Background: an optimization exercise with open tools, aiming at small area. Do not read the settings as production practice. The RTL was checked by simulation tests, not by an equivalence proof against the original design. No activity file was given, so power comes from the tool's default toggle rates.

$ cat flow/config.mk
export PLATFORM = sky130hd
export DESIGN_NAME = canicas_core
export DESIGN_NICKNAME = canicas_core
export VERILOG_FILES = /design/flow/design.v
export SDC_FILE = /design/flow/constraint.sdc
export NUM_CORES = 4
export LEC_CHECK = 0
export CAP_MARGIN = 20
export CORE_MARGIN = 2
export CORE_UTILIZATION = 65
export SLEW_MARGIN = 20
$ cat flow/flow/resynth.ys
# Remap the standard synthesis's combinational logic for area; the registers
# (and their instance names and cell types) are kept as they are.
read_liberty -ignore_miss_func allowed.lib
read_verilog std_netlist.v
hierarchy -top canicas_core
setattr -mod -set keep_hierarchy 1 sky130_fd_sc_hd__dfxtp_1 sky130_fd_sc_hd__edfxtp_1 sky130_fd_sc_hd__conb_1 sky130_fd_sc_hd__fa_1 sky130_fd_sc_hd__fa_2
flatten
delete t:$scopeinfo
techmap
opt -fast
abc -liberty allowed.lib -script flow/resynth.abc canicas_core
opt_clean -purge
setundef -zero
hilomap -singleton -hicell sky130_fd_sc_hd__conb_1 HI -locell sky130_fd_sc_hd__conb_1 LO
splitnets
opt_clean -purge
insbuf -buf sky130_fd_sc_hd__buf_1 A X
rename -hide w:*
select -module canicas_core
tee -o resynth_stat.txt stat -liberty allowed.lib
write_verilog -noattr -noexpr -nohex -nodec -selected resynth.v
$ cat flow/standard.sh
#!/bin/bash
# synth_recipe.tcl (not shown) runs the flow's synth.tcl, then flattens the netlist and writes it again
# the make line also repeats each setting of config.mk as NAME=value (left out here)
make -C /OpenROAD-flow-scripts/flow DESIGN_CONFIG=/design/flow/config.mk WORK_HOME=/design/flow/orfs CLKGATE_MAP_FILE= SYNTH_SCRIPT=/design/flow/synth_recipe.tcl "${@:-finish}"
$ cat flow/flow/strip_lib.py
# Copy a liberty file without the cells whose names match any of the given
# patterns (the platform's don't-use list), for restructure's ABC mapping.
import fnmatch, re, sys

src, dst, pats = sys.argv[1], sys.argv[2], sys.argv[3].split()
cell_re = re.compile(r'^\s*cell\s*\(\s*"?([A-Za-z0-9_]+)"?\s*\)\s*\{')
out = []
skip = 0
depth = 0
with open(src) as f:
    for line in f:
        if skip:
            depth += line.count("{") - line.count("}")
            if depth <= 0:
                skip = 0
            continue
        m = cell_re.match(line)
        if m and any(fnmatch.fnmatchcase(m.group(1), p) for p in pats):
            depth = line.count("{") - line.count("}")
            skip = 1 if depth > 0 else 0
            continue
        out.append(line)
with open(dst, "w") as f:
    f.writelines(out)
$ cat flow/flow/resynth.abc
strash
&get -n
&deepsyn -T 60
&dch -f
&nf -a -R 1000
&put
topo
$ cat flow/constraint.sdc
create_clock -name core_clock -period 120.0 [get_ports {clk}]
set_input_delay 24.0000 -clock core_clock [delete_from_list [all_inputs] [get_ports {clk}]]
set_output_delay 24.0000 -clock core_clock [all_outputs]
set_load 0.01 [all_outputs]
$ cat flow/design.v
module canicas_core (
    input  wire        clk,
    input  wire        rst,           
    input  wire        init_ok,       
    input  wire        tick,          
    input  wire        rx_valid,      
    input  wire [7:0]  rx_data,
    input  wire        estop_in,      
    output reg         rx_arm,        
    output wire [3:0]  coil_h,
    output wire [3:0]  coil_vl,
    output wire [3:0]  coil_vr,
    output wire [11:0] servo_pulse
);
    localparam [8:0] SAFE_ANGLE = 9'd90;
    localparam [1:0] C_NONE = 2'd0, C_H = 2'd1, C_V = 2'd2, C_S = 2'd3;
    reg        [3:0]  idx;
    reg               cmd_ready;
    reg        [1:0]  cls;             
    reg               halted;
    reg               estop_prev;
    reg               p_num;           
    reg               p_end;           
    reg               neg;
    reg        [31:0] acc;             
    reg               val_h, val_v;    
    reg               sgn_h, sgn_v;
    reg        [31:0] nmag_h, nmag_v;
    reg        [8:0]  ang;
    wire run     = ~halted;
    wire rxv     = rx_valid & run;
    wire tck     = tick & run;
    wire estop   = estop_in & ~estop_prev & run;
    wire is_lf   = (rx_data == 8'h0A);
    wire is_cr   = (rx_data == 8'h0D);
    wire store   = rxv & ~is_lf & ~is_cr;
    wire first   = (idx == 4'd0);
    wire code_b  = store & first;
    wire arg_b   = store & ~first & ~p_end;
    wire is_ws   = (rx_data == 8'h09) | (rx_data == 8'h0B) | (rx_data == 8'h0C) |
                   (rx_data == 8'h20);    
    wire is_sign = (rx_data == 8'h2D) | (rx_data == 8'h2B);
    wire is_dig  = (rx_data[7:4] == 4'h3) & (~rx_data[3] | (rx_data[2:1] == 2'b00));
    wire [7:0] code  = rx_data & 8'hDF;
    wire [1:0] cls_n = (code == 8'h48) ? C_H :
                       (code == 8'h56) ? C_V :
                       (code == 8'h53) ? C_S : C_NONE;
    wire dig_upd = arg_b & is_dig;
    wire [35:0] x8 = {acc, 3'b000};
    wire [35:0] x2 = {3'b000, acc, 1'b0};
    wire [35:0] xd = {32'd0, rx_data[3:0]};
    wire [35:0] sum10;
    wire [36:0] cy10;
    assign cy10[0] = 1'b0;
    genvar gi;
    generate
        for (gi = 0; gi < 36; gi = gi + 1) begin : g_x10
            if (gi < 3) begin : g_lo
                assign sum10[gi]  = x2[gi] ^ xd[gi] ^ cy10[gi];
                assign cy10[gi+1] = (x2[gi] & xd[gi]) | (x2[gi] & cy10[gi]) | (xd[gi] & cy10[gi]);
            end else if (gi == 3) begin : g_3
                assign sum10[gi]  = x8[gi] ^ x2[gi] ^ (xd[gi] | cy10[gi]);
                assign cy10[gi+1] = (x8[gi] & x2[gi]) | ((x8[gi] | x2[gi]) & (xd[gi] | cy10[gi]));
            end else begin : g_2
                assign sum10[gi]  = x8[gi] ^ x2[gi] ^ cy10[gi];
                assign cy10[gi+1] = (x8[gi] & x2[gi]) | (x8[gi] & cy10[gi]) | (x2[gi] & cy10[gi]);
            end
        end
    endgenerate
    wire        sat   = |sum10[35:31];
    wire [31:0] acc_n = sat ? {neg, {31{~neg}}} : sum10[31:0];
    wire        big     = (|acc[31:9]) | (acc[8:0] > 9'd270);
    wire [8:0]  arg_ang = (big | (neg & (|acc[8:0]))) ? 9'd270 : acc[8:0];
    wire d_h = cmd_ready & (cls == C_H);
    wire d_v = cmd_ready & (cls == C_V);
    wire d_s = cmd_ready & (cls == C_S);
    wire nz_h   = val_h & ~(&nmag_h);
    wire nz_v   = val_v & ~(&nmag_v);
    wire step_h = tck & ~estop & nz_h;
    wire step_v = tck & ~estop & nz_v;
    wire [32:0] ch, cv;
    assign ch[0] = step_h;
    assign cv[0] = step_v;
    generate
        for (gi = 0; gi < 32; gi = gi + 1) begin : g_dec
            assign ch[gi+1] = ch[gi] & nmag_h[gi];
            assign cv[gi+1] = cv[gi] & nmag_v[gi];
        end
    endgenerate
    wire [31:0] inc_h = nmag_h ^ ch[31:0];
    wire [31:0] inc_v = nmag_v ^ cv[31:0];
    function [3:0] pattern;
        input [2:0] p;
        begin
            case (p)
                3'd0: pattern = 4'b1000;
                3'd1: pattern = 4'b1100;
                3'd2: pattern = 4'b0100;
                3'd3: pattern = 4'b0110;
                3'd4: pattern = 4'b0010;
                3'd5: pattern = 4'b0011;
                3'd6: pattern = 4'b0001;
                default: pattern = 4'b1001;
            endcase
        end
    endfunction
    reg [2:0] ph_h, ph_v;
    reg       mv_h, mv_v;
    assign coil_h  = mv_h ? pattern(ph_h) : 4'b0000;
    assign coil_vl = mv_v ? pattern(ph_v) : 4'b0000;
    assign coil_vr = {coil_vl[3], coil_vl[0], coil_vl[1], coil_vl[2]};
    wire [15:0] servo_ta =
        ({16{ang[8:4] == 5'd0}} & 16'd8000) |
        ({16{ang[8:4] == 5'd1}} & 16'd9898) |
        ({16{ang[8:4] == 5'd2}} & 16'd11792) |
        ({16{ang[8:4] == 5'd3}} & 16'd13691) |
        ({16{ang[8:4] == 5'd4}} & 16'd15584) |
        ({16{ang[8:4] == 5'd5}} & 16'd17484) |
        ({16{ang[8:4] == 5'd6}} & 16'd19377) |
        ({16{ang[8:4] == 5'd7}} & 16'd21276) |
        ({16{ang[8:4] == 5'd8}} & 16'd23170) |
        ({16{ang[8:4] == 5'd9}} & 16'd25068) |
        ({16{ang[8:4] == 5'd10}} & 16'd26963) |
        ({16{ang[8:4] == 5'd11}} & 16'd28861) |
        ({16{ang[8:4] == 5'd12}} & 16'd30755) |
        ({16{ang[8:4] == 5'd13}} & 16'd32654) |
        ({16{ang[8:4] == 5'd14}} & 16'd34547) |
        ({16{ang[8:4] == 5'd15}} & 16'd36447) |
        ({16{ang[8:4] == 5'd16}} & 16'd38340);
    wire [15:0] servo_tb =
        ({16{ang[3:0] == 4'd0}} & 16'd0) |
        ({16{ang[3:0] == 4'd1}} & 16'd116) |
        ({16{ang[3:0] == 4'd2}} & 16'd237) |
        ({16{ang[3:0] == 4'd3}} & 16'd353) |
        ({16{ang[3:0] == 4'd4}} & 16'd470) |
        ({16{ang[3:0] == 4'd5}} & 16'd592) |
        ({16{ang[3:0] == 4'd6}} & 16'd709) |
        ({16{ang[3:0] == 4'd7}} & 16'd830) |
        ({16{ang[3:0] == 4'd8}} & 16'd946) |
        ({16{ang[3:0] == 4'd9}} & 16'd1062) |
        ({16{ang[3:0] == 4'd10}} & 16'd1184) |
        ({16{ang[3:0] == 4'd11}} & 16'd1302) |
        ({16{ang[3:0] == 4'd12}} & 16'd1423) |
        ({16{ang[3:0] == 4'd13}} & 16'd1539) |
        ({16{ang[3:0] == 4'd14}} & 16'd1660) |
        ({16{ang[3:0] == 4'd15}} & 16'd1776);
    wire [15:0] sv_sum;
    wire [16:0]   sv_cy;
    assign sv_cy[0] = 1'b0;
    generate
        for (gi = 0; gi < 16; gi = gi + 1) begin : g_sv
            assign sv_sum[gi]  = servo_ta[gi] ^ servo_tb[gi] ^ sv_cy[gi];
            assign sv_cy[gi+1] = (servo_ta[gi] & servo_tb[gi]) | (servo_ta[gi] & sv_cy[gi]) |
                                 (servo_tb[gi] & sv_cy[gi]);
        end
    endgenerate
    assign servo_pulse = sv_sum[15:4];
    always @(posedge clk) begin
        if (rst) begin
            halted     <= ~init_ok;
            estop_prev <= estop_in;
            idx        <= 4'd0;
            cmd_ready  <= 1'b0;
            rx_arm     <= 1'b0;
            val_h      <= 1'b0;
            val_v      <= 1'b0;
            mv_h       <= 1'b0;
            mv_v       <= 1'b0;
            ph_h       <= 3'd0;
            ph_v       <= 3'd0;
            ang        <= SAFE_ANGLE;
        end else begin
            estop_prev <= estop_in;
            rx_arm     <= rxv;
            if (estop) begin
                val_h <= 1'b0;
                val_v <= 1'b0;
                ang   <= SAFE_ANGLE;
            end
            if (step_h) begin
                mv_h <= 1'b1;
                ph_h <= sgn_h ? ph_h - 3'd1 : ph_h + 3'd1;
            end
            if (step_v) begin
                mv_v <= 1'b1;
                ph_v <= sgn_v ? ph_v - 3'd1 : ph_v + 3'd1;
            end
            if (d_h) begin val_h <= 1'b1; sgn_h <= neg; end
            if (d_v) begin val_v <= 1'b1; sgn_v <= neg; end
            if (d_s) ang <= arg_ang;
            cmd_ready <= rxv & is_lf & ~first & (cls != C_NONE);
            if (rxv & is_lf)
                idx <= 4'd0;
            else if (store)
                idx <= idx + 4'd1;
            if (code_b) begin
                cls   <= cls_n;
                p_num <= 1'b0;
                p_end <= 1'b0;
                neg   <= 1'b0;
            end
            if (arg_b) begin
                if (is_dig) begin
                    p_num <= 1'b1;
                end else if (~p_num & is_sign) begin
                    neg   <= rx_data[1] == 1'b0;     
                    p_num <= 1'b1;
                end else if (p_num | ~is_ws) begin
                    p_end <= 1'b1;
                end
            end
        end
    end
    always @(posedge clk) begin
        if (d_h) nmag_h <= ~acc; else nmag_h <= inc_h;
        if (d_v) nmag_v <= ~acc; else nmag_v <= inc_v;
        if (code_b)
            acc <= 32'd0;
        else if (dig_upd)
            acc <= acc_n;
    end
endmodule
$ cat flow/flow/run.sh
#!/bin/bash
# Standard synthesis; its combinational logic remapped for area by Yosys/ABC
# (registers and full adders untouched); then the standard layout with synthesis buffers
# removed, small cells for the port buffers and the clock tree (no dummy clock
# loads).  Each step's output goes to its own log in this folder.
set -euo pipefail
W=$(pwd)
bash standard.sh synth > std_synth.log 2>&1
R=$W/orfs/results/$FLOW_PLATFORM/canicas_core/base
LIB=$FLOW_HOME/platforms/$FLOW_PLATFORM/lib/sky130_fd_sc_hd__tt_025C_1v80.lib
DU=$(make -s -C "$FLOW_HOME" DESIGN_CONFIG="$W/config.mk" WORK_HOME="$W/orfs" print-DONT_USE_CELLS 2> print_vars.log | sed -n 's/^DONT_USE_CELLS: //p')
python3 flow/strip_lib.py "$LIB" allowed.lib "$DU" > strip_lib.log 2>&1
cp "$R/1_2_yosys.v" std_netlist.v
"${YOSYS_EXE:-$FLOW_HOME/../tools/install/yosys/bin/yosys}" -q -l resynth.log -s flow/resynth.ys > resynth.out 2>&1
cp resynth.v "$R/1_2_yosys.v"
rm -f "$R/1_synth.odb" "$R/1_synth.sdc"
export REMOVE_ABC_BUFFERS=1
export BUFFER_PORTS_ARGS="-buffer_cell sky130_fd_sc_hd__buf_1"
export CTS_ARGS="-sink_clustering_enable -repair_clock_nets -dont_use_dummy_load -buf_list sky130_fd_sc_hd__buf_4 -root_buf sky130_fd_sc_hd__buf_4 -sink_clustering_size 12"
bash standard.sh finish > std_layout.log 2>&1
==> results of run 1 <==
per-stage QoR:
step	instance area (um2)	hold slack, ps	setup slack (ps)	total power [mW]	util (%)
6_report	7050	453	81970	0.0691	71.8
4_1_cts	7050	459	82060	0.0694	71.8
5_1_grt	7050	478	81430	0.0719	71.8
2_1_floorplan	6580	426	82360	0.0486	-
3_5_place_dp	6930	448	81600	0.0499	70.5
3_3_place_gp	6930	438	81780	0.0498	70.5
critical path: cells and delay by family:
family                   cells  cell delay [ps]
AO/OA/AOI/OAI                1              350
buffers and inverters        2              190
AND/OR/NAND/NOR              5             1580
adder cells (fa/ha/maj)     31            12190
sequential cells by signal, summed over array words and instances, names as in the netlist, 2 cells and up:
signal,cells
ph_h,3
acc,32
nmag_v,32
cls,2
ph_v,3
idx,4
nmag_h,32
ang,9
final timing paths:
path / start / cells past startpoint / slack, ps / end
hold reg to reg: nmag_v[31] / 2 / 450 / nmag_v[31]
hold / removal: nmag_v[31] / 2 / 450 / nmag_v[31]
setup / recovery: rx_data[1] / 39 / 81970 / acc[17]
setup reg to reg: acc[0] / 38 / 105220 / acc[17]
layer usage:
| metal | GRT usage [%] | up-vias | share of wire (%) |
|---|---|---|---|
| li1 | - | 2892 | - |
| met1 | 42.3 | 2774 | 46 |
| met2 | 45.0 | 198 | 47 |
| met3 | 6.36 | 20 | 5.9 |
| met4 | 7.14 | 0 | 1.1 |
| met5 | 0 | - | 0 |
power breakdown:
group          total, mW  switching (mW)  internal [mW]
registers         0.0457         0.00110         0.0446
logic            0.00330         0.00196        0.00134
clock network     0.0202          0.0131        0.00710
final cells by class:
class | instances | area (um2) | share of cell area (%)
inverter | 23 | 86.3 | 1.22
tap | 133 | 166 | 2.36
sequential | 130 | 2680 | 38.0
multi-input combinational | 611 | 3810 | 54.0
timing repair buffer | 43 | 180 | 2.55
clock buffer | 17 | 128 | 1.81
cells in the final DEF, fill, tap and decap left out, drive strengths merged, types with 2 or more instances in the layout:
cell type	n
a211oi	3
a21boi	4
a21o	6
a21oi	59
a22o	3
a22oi	3
a31oi	6
and2	17
and3	21
and3b	2
and4	5
buf	60
clkinv	23
dfxtp	122
edfxtp	8
fa	38
nand2	57
nand2b	13
nand3	14
nand4	14
nor2	117
nor2b	6
nor3	11
nor3b	3
nor4	13
nor4b	2
o21ai	94
o22ai	45
o32a	2
or2	8
or3	19
or4	2
xnor2	4
xor2	9
==> out/metrics.yaml, run 1 <==
status:
  outcome: "timing/DRC/antenna clean"
synth:
  netlist_area_mm2: 0.00659
  synth_warnings: 1
  avgSynthCellArea_um2: 8.58
  synthCells: 768
layout:
  area_growth_syn_to_layout_pct: 7.04
  fin_nets: 878
  drive_gt1_share_pct: 2.79
  antenna_cells: 0
  fillerInstances: 796
  fin_cells: 957
drt:
  first_iter_violations: 504
  drt-total-wl_um: 15100
  drt_pre_antenna_iters: 5
  drc: 0
  ant_nets: 0
  vias_per_cell: 6.15
  post_drt_wl_per_cell_um: 15.7
  vias: 5884
critical_path:
  setup.worst_path.end_class: "flop"
  path_class: "in -> reg"
  slowest_stage: "nand2_1"
  cp_data_required_time_ps: 120300
  arrival_ps: 38320
  crit_top_cell: "fa_1"
  worst-path-max-fanout: 31
  critPathMaxStageDelay_ps: 550
  cp-start-kind: "primary input"
floorplan:
  io-pin-count: 39
  fp.dieH_um: 105
  chipWidth_um: 105
  start_util_pct: 67.1
  rows: 36
  core_area_mm2: 0.00982
  die_area_mm2: 0.0110
sta:
  setup_viol: 0
  period_minus_slack_ps: 38030
  grt_setup_unrepaired: "false"
  timing.setup.tns_ps: 0
  skew_ps: 40.1
  relSlewSlack_pct: 36.1
  slew_violations: 0
  timing.fmax_mhz: 26.3
  hold_viol: 0
  worst_pin_slew_ps: 956
  period_share_pct: 31.7
placed_design:
  portBuffers: 38
  gp_congestion: 0.869
  placed_cells: 940
  hpwl_um: 11200
clock_tree:
  cts_tree: "yes"
  hold_buffers: 0
  cts_htree_levels: 4
  cts_buffers: 17
  clk_pin_slew_ps: 80
  post_cts.repair.setup_buffers: 0
  postCtsResizedCells: 0
  clock_latency_ps: 460
  cts.path.max_buffers: 2
  root_buffer: "buf_4"
  clock_sinks: 130
global_route:
  grt_pass1_wl_um: 26000
  grt_util_all_layers_pct: 29.2
  grt-ovfl-total: 0
  grt_max_degree: 36
  antenna_found_initial: 0
  grt_pass1_vias: 5416
job:
  drv_cap: 0
pwr:
  ir_drop_uv: 7.91
  power_density_mw_per_mm2: 9.80
  power_leakage_nw: 3.01
hold_path:
  min_path_type: "reg -> reg"
==> run 2: changes to the inputs <==
--- a/flow/flow/run.sh
+++ b/flow/flow/run.sh
@@ -2,3 +2,4 @@
 # Standard synthesis; its combinational logic remapped for area by Yosys/ABC
-# (registers and full adders untouched); then the standard layout with synthesis buffers
+# (registers and full adders untouched; deep synthesis from three seeds, the
+# smallest result kept); then the standard layout with synthesis buffers
 # removed, small cells for the port buffers and the clock tree (no dummy clock
@@ -13,4 +14,23 @@
 cp "$R/1_2_yosys.v" std_netlist.v
-"${YOSYS_EXE:-$FLOW_HOME/../tools/install/yosys/bin/yosys}" -q -l resynth.log -s flow/resynth.ys > resynth.out 2>&1
-cp resynth.v "$R/1_2_yosys.v"
+# ABC's deep synthesis from three random seeds, in parallel; keep the smallest.
+YOSYS="${YOSYS_EXE:-$FLOW_HOME/../tools/install/yosys/bin/yosys}"
+for s in 0 1 2; do
+  mkdir -p "rs$s/flow"
+  cp allowed.lib std_netlist.v "rs$s/"
+  sed "s/^&deepsyn -T 60$/\&deepsyn -T 60 -S $s/" flow/resynth.abc > "rs$s/flow/resynth.abc"
+  (cd "rs$s" && "$YOSYS" -q -l resynth.log -s ../flow/resynth.ys > resynth.out 2>&1) &
+done
+wait
+best=""
+best_area=""
+for s in 0 1 2; do
+  a=$(awk '/Chip area for module/ {print $NF}' "rs$s/resynth_stat.txt" 2>/dev/null || true)
+  [[ -n "$a" && -s "rs$s/resynth.v" ]] || continue
+  if [[ -z "$best" ]] || awk -v a="$a" -v b="$best_area" 'BEGIN { exit !(a < b) }'; then
+    best=$s
+    best_area=$a
+  fi
+done
+echo "resynth: seed $best, area $best_area" > resynth_pick.log
+cp "rs$best/resynth.v" "$R/1_2_yosys.v"
 rm -f "$R/1_synth.odb" "$R/1_synth.sdc"
==> out/metrics.yaml, run 2 <==
sta:
  relSlewSlack_pct: 35.8
  skew_ps: 37.4
  setup_viol: 0
  worst_pin_slew_ps: 961
  period_minus_slack_ps: 37920
  timing.fmax_mhz: 26.4
  hold_ws_ps: 458
  grt_setup_unrepaired: "false"
  period_share_pct: 31.6
  final.setup.worst_slack_ps: 82080
  hold_viol: 0
  slew_violations: 0
  timing.setup.tns_ps: 0
floorplan:
  start_util_pct: 66.9
  io-pin-count: 39
  core_area_mm2: 0.00973
  chipWidth_um: 104
  rows: 36
  fp.dieH_um: 104
  die_area_mm2: 0.0108
critical_path:
  cp-start-kind: "primary input"
  arrival_ps: 38210
  slowest_stage: "nand2_1"
  setup.worst_path.end_class: "flop"
  worst-path-max-fanout: 31
  path_class: "in -> reg"
  crit_top_cell: "fa_1"
  cp_data_required_time_ps: 120290
  critPathMaxStageDelay_ps: 640
clock_tree:
  post_cts.repair.setup_buffers: 0
  clock_sinks: 130
  root_buffer: "buf_4"
  cts_htree_levels: 4
  cts_tree: "yes"
  cts_buffers: 17
  cts.path.max_buffers: 2
  clock_latency_ps: 440
  postCtsResizedCells: 0
  hold_buffers: 0
  clk_pin_slew_ps: 90
synth:
  synthCells: 747
  synth_warnings: 1
  avgSynthCellArea_um2: 8.71
  netlist_area_mm2: 0.00651
status:
  outcome: "timing/DRC/antenna clean"
drt:
  vias: 5848
  ant_nets: 0
  drc: 0
  vias_per_cell: 6.25
  post_drt_wl_per_cell_um: 15.9
  drt_pre_antenna_iters: 5
  first_iter_violations: 477
  drt-total-wl_um: 14900
global_route:
  grt_pass1_vias: 5338
  antenna_found_initial: 0
  grt_pass1_wl_um: 25300
  grt_util_all_layers_pct: 28.7
  grt-ovfl-total: 0
  grt_max_degree: 48
layout:
  layout_common_cells: "122 x dfxtp_1, 104 x o21ai_0, 100 x nor2_1"
  final_util_pct: 71.6
  drive_gt1_share_pct: 2.99
  final_area_mm2: 0.00697
  fin_cells: 935
  reg_top3: "acc: 32 flops, nmag_h: 32 flops, nmag_v: 32 flops"
  fillerInstances: 788
  area_growth_syn_to_layout_pct: 7.09
  antenna_cells: 0
  final_common_cell: "dfxtp_1"
  fin_nets: 856
job:
  drv_cap: 0
placed_design:
  pre_cts_ws_ps: 81740
  gp_congestion: 0.892
  placed_cells: 918
  portBuffers: 38
  hpwl_um: 11100
  postPlaceCellArea_mm2: 0.00684
pwr:
  power_density_mw_per_mm2: 10.0
  power_leakage_nw: 2.85
  ir_drop_uv: 8.62
  p_total_uw: 69.7
hold_path:
  min_path_type: "reg -> reg"
==> run 2: cell types whose count changed in the layout (fill, tap and decap cells not counted), sizes merged, moves of 3 or more <==
| cell | previous run | this run |
|---|---|---|
| a22oi | 3 | 0 |
| and3 | 21 | 25 |
| clkinv | 23 | 20 |
| nand2 | 57 | 47 |
| nand3 | 14 | 7 |
| nand4 | 14 | 20 |
| nor2 | 117 | 102 |
| o21a | 1 | 4 |
| o21ai | 94 | 104 |
| o22ai | 45 | 57 |
| or3 | 19 | 11 |
==> run 2: path summary, 6_finish.rpt <==
check,from,cells after the start,to,slack [ps]
max reg2reg,acc[0],37,acc[0],105410
max,rx_data[1],38,acc[0],82080
min,val_h,1,val_h,460
min reg2reg,val_h,1,val_h,460
==> run 2: worst max-delay path, delay by kind of cell <==
| family | cells | cell delay (ps) |
|---|---|---|
| adders and majority gates | 31 | 12160 |
| AOI/OAI and AO/OA | 1 | 330 |
| buffers and inverters | 1 | 180 |
| and+or+nand+nor | 5 | 1540 |
==> run 2: area by class of cell <==
type | count | area [um2] | share of cell area [%]
Sequential cell | 130 | 2680 | 38.5
Clock buffer | 17 | 128 | 1.83
Tap cell | 133 | 166 | 2.39
Inverter | 20 | 75.1 | 1.08
Timing Repair Buffer | 42 | 173 | 2.48
Multi-Input combinational cell | 593 | 3750 | 53.7
==> run 2: where the power goes <==
group          switching, mW  internal (mW)  total [mW]
logic                0.00222        0.00148     0.00370
clock network         0.0128        0.00710      0.0199
registers            0.00135         0.0448      0.0462
total                 0.0163         0.0534      0.0697
==> run 2: routing by layer <==
| metal | vias up | global-route usage [%] | part of all wire (%) |
|---|---|---|---|
| met1 | 2766 | 40.3 | 45 |
| li1 | 2869 | - | - |
| met5 | - | 0 | 0 |
| met2 | 191 | 44.7 | 47 |
| met3 | 22 | 5.95 | 5.8 |
| met4 | 0 | 9.36 | 1.6 |
==> run 3: changes to the inputs <==
--- a/flow/flow/run.sh
+++ b/flow/flow/run.sh
@@ -2,3 +2,3 @@
 # Standard synthesis; its combinational logic remapped for area by Yosys/ABC
-# (registers and full adders untouched; deep synthesis from three seeds, the
+# (registers and full adders untouched; deep synthesis from six seeds, the
 # smallest result kept); then the standard layout with synthesis buffers
@@ -14,5 +14,5 @@
 cp "$R/1_2_yosys.v" std_netlist.v
-# ABC's deep synthesis from three random seeds, in parallel; keep the smallest.
+# ABC's deep synthesis from six random seeds, three at a time; keep the smallest.
 YOSYS="${YOSYS_EXE:-$FLOW_HOME/../tools/install/yosys/bin/yosys}"
-for s in 0 1 2; do
+for s in 0 1 2 3 4 5; do
   mkdir -p "rs$s/flow"
@@ -21,2 +21,3 @@
   (cd "rs$s" && "$YOSYS" -q -l resynth.log -s ../flow/resynth.ys > resynth.out 2>&1) &
+  if [[ $s == 2 ]]; then wait; fi
 done
@@ -25,3 +26,3 @@
 best_area=""
-for s in 0 1 2; do
+for s in 0 1 2 3 4 5; do
   a=$(awk '/Chip area for module/ {print $NF}' "rs$s/resynth_stat.txt" 2>/dev/null || true)
==> out/metrics.yaml, run 3 <==
status:
  outcome: "timing/DRC/antenna clean"
critical_path:
  worst-path-buf-inv: 1
  critPathMaxStageDelay_ps: 640
  arrival_ps: 38210
  cp_top_family: "adder cells"
  crit_top_cell: "fa_1"
  setup.worst_path.end_class: "flop"
  path_class: "in -> reg"
  slowest_stage: "nand2_1"
  cp-start-kind: "primary input"
  worst-path-max-fanout: 31
  cp_data_required_time_ps: 120290
layout:
  final_area_mm2: 0.00697
  area_growth_syn_to_layout_pct: 7.09
  drive_gt1_share_pct: 2.99
  reg_top3: "acc: 32 flops, nmag_h: 32 flops, nmag_v: 32 flops"
  final_common_cell: "dfxtp_1"
  antenna_cells: 0
  fin_nets: 856
  layout_common_cells: "122 x dfxtp_1, 104 x o21ai_0, 100 x nor2_1"
  final_util_pct: 71.6
sta:
  worst_pin_slew_ps: 961
  hold_viol: 0
  setup_viol: 0
  relSlewSlack_pct: 35.8
  period_share_pct: 31.6
  slew_violations: 0
  grt_setup_unrepaired: "false"
  period_minus_slack_ps: 37920
  skew_ps: 37.4
  timing.setup.tns_ps: 0
  timing.fmax_mhz: 26.4
global_route:
  grt_max_degree: 48
  grt_util_all_layers_pct: 28.7
  grt_pass1_wl_um: 25300
  antenna_found_initial: 0
  grt_pass1_vias: 5338
  grt-ovfl-total: 0
drt:
  drt-total-wl_um: 14900
  vias_per_cell: 6.25
  post_drt_wl_per_cell_um: 15.9
  first_iter_violations: 477
  drt_pre_antenna_iters: 5
  ant_nets: 0
  drc: 0
  vias: 5848
floorplan:
  die_area_mm2: 0.0108
  core_area_mm2: 0.00973
  start_util_pct: 66.9
  chipWidth_um: 104
  fp.dieH_um: 104
  rows: 36
  io-pin-count: 39
pwr:
  power_density_mw_per_mm2: 10.0
  power_leakage_nw: 2.85
  ir_drop_uv: 8.62
clock_tree:
  root_buffer: "buf_4"
  clk_pin_slew_ps: 90
  cts_buffers: 17
  cts_htree_levels: 4
  hold_buffers: 0
  clock_sinks: 130
  cts.path.max_buffers: 2
  cts_tree: "yes"
  postCtsResizedCells: 0
  post_cts.repair.setup_buffers: 0
  clock_latency_ps: 440
synth:
  avgSynthCellArea_um2: 8.71
  netlist_area_mm2: 0.00651
  synthCells: 747
  synth_warnings: 1
placed_design:
  portBuffers: 38
  gp_congestion: 0.892
  postPlaceCellArea_mm2: 0.00684
  hpwl_um: 11100
job:
  drv_cap: 0
hold_path:
  min_path_type: "reg -> reg"
==> run 3: area by class of cell <==
| class | instances | area, um2 |
|---|---|---|
| multi-input cells | 593 | 3750 |
| well taps | 133 | 166 |
| inverters | 20 | 75.1 |
| clock buffers | 17 | 128 |
| repair buffers | 42 | 173 |
| fillers | 788 | 2760 |
| flip-flops and latches | 130 | 2680 |
==> run 3: where the power goes <==
part	leakage [nW]	internal, mW	switching (mW)
registers	1.07	0.0448	0.00135
clock network	0.0817	0.00710	0.0128
logic	1.71	0.00148	0.00222
total	2.85	0.0534	0.0163
==> run 3: final timing paths <==
path	from	slack, ps	endpoint	cells after the start
setup reg to reg	acc[0]	105410	acc[0]	37
hold / removal	val_h	460	val_h	1
setup / recovery	rx_data[1]	82080	acc[0]	38
hold reg to reg	val_h	460	val_h	1
==> run 3: stage by stage <==
stage | cells | hold WS, ps | total power [mW] | setup WS [ps]
after floorplan | 743 | 426 | 0.0492 | 82600
after global placement | 918 | 433 | 0.0505 | 81870
after detailed placement | 918 | 445 | 0.0508 | 81740
after CTS | 935 | 463 | 0.0699 | 82180
after global routing | 935 | 499 | 0.0726 | 81380
final | 935 | 458 | 0.0697 | 82080
==> run 3: worst reg2reg max path: cells and delay by family (launching register included) <==
| kind | cells | cell delay, ps |
|---|---|---|
| AO/OA/AOI/OAI | 1 | 340 |
| adder cells (fa/ha/maj) | 31 | 12160 |
| flip-flops | 1 | 440 |
| AND/OR/NAND/NOR | 5 | 1520 |
==> run 3: routing by layer <==
layer	vias to the layer above	share of wire, %	track usage [%]
met2	191	47	44.7
met5	-	0	0
met1	2766	45	40.3
met4	0	1.6	9.36
li1	2869	-	-
met3	22	5.8	5.95
==> run 4: changes to the inputs <==
--- a/flow/design.v
+++ b/flow/design.v
@@ -17,3 +17,2 @@
     reg        [3:0]  idx;
-    reg               cmd_ready;
     reg        [1:0]  cls;             
@@ -73,2 +72,3 @@
     wire [8:0]  arg_ang = (big | (neg & (|acc[8:0]))) ? 9'd270 : acc[8:0];
+    wire cmd_ready = first & (cls != C_NONE);    
     wire d_h = cmd_ready & (cls == C_H);
@@ -162,3 +162,3 @@
             idx        <= 4'd0;
-            cmd_ready  <= 1'b0;
+            cls        <= C_NONE;
             rx_arm     <= 1'b0;
@@ -190,3 +190,4 @@
             if (d_s) ang <= arg_ang;
-            cmd_ready <= rxv & is_lf & ~first & (cls != C_NONE);
+            if (cmd_ready | (store & (idx == 4'd15)))
+                cls <= C_NONE;
             if (rxv & is_lf)
==> out/metrics.yaml, run 4 <==
sta:
  grt_setup_unrepaired: "false"
  period_minus_slack_ps: 37940
  slew_violations: 0
  period_share_pct: 31.6
  setup_viol: 0
  timing.fmax_mhz: 26.4
  relSlewSlack_pct: 30.6
  skew_ps: 37.0
  timing.setup.tns_ps: 0
  worst_pin_slew_ps: 1020
  hold_viol: 0
placed_design:
  portBuffers: 38
  gp_congestion: 0.858
  postPlaceCellArea_mm2: 0.00677
  placed_cells: 921
  hpwl_um: 11100
job:
  drv_cap: 0
drt:
  first_iter_violations: 346
  drc: 0
  vias_per_cell: 6.18
  post_drt_wl_per_cell_um: 16.0
  drt_pre_antenna_iters: 5
  vias: 5796
  ant_nets: 0
  drt-total-wl_um: 15100
synth:
  netlist_area_mm2: 0.00644
  synthCells: 750
  avgSynthCellArea_um2: 8.58
  synth_warnings: 1
layout:
  drive_gt1_share_pct: 2.86
  final_common_cell: "dfxtp_1"
  fillerInstances: 802
  final_area_mm2: 0.00690
  fin_nets: 859
  fin_cells: 938
  area_growth_syn_to_layout_pct: 7.09
  layout_common_cells: "123 x dfxtp_1, 110 x nor2_1, 105 x o21ai_0"
  final_util_pct: 71.2
  reg_top3: "acc: 32 flops, nmag_h: 32 flops, nmag_v: 32 flops"
  antenna_cells: 0
clock_tree:
  root_buffer: "buf_4"
  hold_buffers: 0
  clk_pin_slew_ps: 90
  cts.path.max_buffers: 2
  clock_latency_ps: 480
  clock_sinks: 129
  cts_buffers: 17
  cts_htree_levels: 4
  postCtsResizedCells: 0
  post_cts.repair.setup_buffers: 0
  cts_tree: "yes"
global_route:
  grt_pass1_vias: 5254
  grt_max_degree: 35
  grt_pass1_wl_um: 25100
  grt_util_all_layers_pct: 29.0
  grt-ovfl-total: 0
  antenna_found_initial: 0
floorplan:
  chipWidth_um: 104
  core_area_mm2: 0.00968
  rows: 36
  die_area_mm2: 0.0107
  io-pin-count: 39
  start_util_pct: 66.5
  fp.dieH_um: 104
critical_path:
  cp-start-kind: "primary input"
  crit_top_cell: "fa_1"
  cp_top_family: "adder cells"
  path_class: "in -> reg"
  reg2regPathDepth: 37
  setup.worst_path.end_class: "flop"
  worst-path-buf-inv: 1
  worst-path-max-fanout: 31
  critPathMaxStageDelay_ps: 660
  cp_data_required_time_ps: 120350
  path_depth: 38
  arrival_ps: 38290
  slowest_stage: "nand2_1"
pwr:
  power_frac_clock_pct: 26.4
  power_density_mw_per_mm2: 11.1
  p_total_uw: 76.2
  intPower_uw: 56.5
  switching_share_pct: 25.9
  power.switching_uw: 19.7
  power_leakage_nw: 2.91
  pwr-share-comb_pct: 9.0
  pwr-share-seq_pct: 64.5
  ir_drop_uv: 7.91
hold_path:
  min_path_type: "reg -> reg"
  holdPathStages: 1
status:
  outcome: "timing/DRC/antenna clean"
-- run 4: metal layers --
metal | global-route usage (%) | vias to the layer above | share of wire, %
li1 | - | 2852 | -
met1 | 41.0 | 2752 | 47
met2 | 43.8 | 164 | 45
met3 | 7.17 | 28 | 6.3
met4 | 10.2 | 0 | 1.9
met5 | 0 | - | 0
-- run 4: final cells by class --
class	count	area [um2]	area share, %
multi-input combinational	595	3700	53.7
timing repair buffer	42	173	2.50
inverter	22	82.6	1.20
tap	133	166	2.41
clock buffer	17	128	1.85
sequential	129	2640	38.3
-- run 4: power groups by stage --
stage,Clock (mW),Sequential [mW],Combinational [mW]
global route,0.0222,0.0496,0.00803
global placement,0,0.0499,0.00653
floorplan,0,0.0491,0.00520
finish,0.0201,0.0492,0.00688
CTS,0.0204,0.0491,0.00689
detailed placement,0,0.0500,0.00685
-- run 4: worst reg2reg max path, delay by kind of cell, from the launching register on --
| kind | cells | cell delay [ps] |
|---|---|---|
| AO/OA/AOI/OAI | 1 | 380 |
| AND/OR/NAND/NOR | 5 | 1490 |
| flip-flops | 1 | 430 |
| adder cells (fa/ha/maj) | 31 | 12270 |
-- run 4: per-stage QoR --
stage	hold slack, ps	setup WS, ps
2_1_floorplan	418	82620
3_3_place_gp	435	81930
3_5_place_dp	443	81670
4_1_cts	463	82140
5_1_grt	479	81490
6_report	464	82060
-- run 4: path summary, 6_finish.rpt --
path / start / end / slack (ps)
setup / recovery: rx_data[1] / acc[13] / 82060
hold / removal: val_v / val_v / 460
setup reg to reg: acc[0] / acc[13] / 105300
hold reg to reg: val_v / val_v / 460

[re-timing with driven ports]
In the flow no input, the clock included, has a driving cell. The finished layouts below were timed again as built, in two steps.
Step 1 assumes that a clkbuf_16 drives the clock port and a buf_2 every other input.
Step 2 adds t to the input delays and takes it off the output delays; t is the mean of the earliest and latest rising clock arrival at the registers after step 1. Input paths then give back, and output paths get back, about the clock's delay inside the block.
Slacks: ideal / step 1 / step 2; pairs: ideal / step 1.
run | t (ns) | setup WS [ns] | latest minus earliest clock arrival (ns)
run 1 | 0.474 | 81.975 / 81.985 / 81.511 | 0.040 / 0.040
run 2 | 0.451 | 82.080 / 82.084 / 81.633 | 0.039 / 0.039
run 3 | 0.451 | 82.080 / 82.084 / 81.633 | 0.039 / 0.039
run 4 | 0.497 | 82.057 / 82.064 / 81.567 | 0.037 / 0.037
After both steps every run listed still meets setup and hold. The setup slack of run 4, which loses most, moves by +0.007 ns with the drivers and by -0.490 ns with both steps.
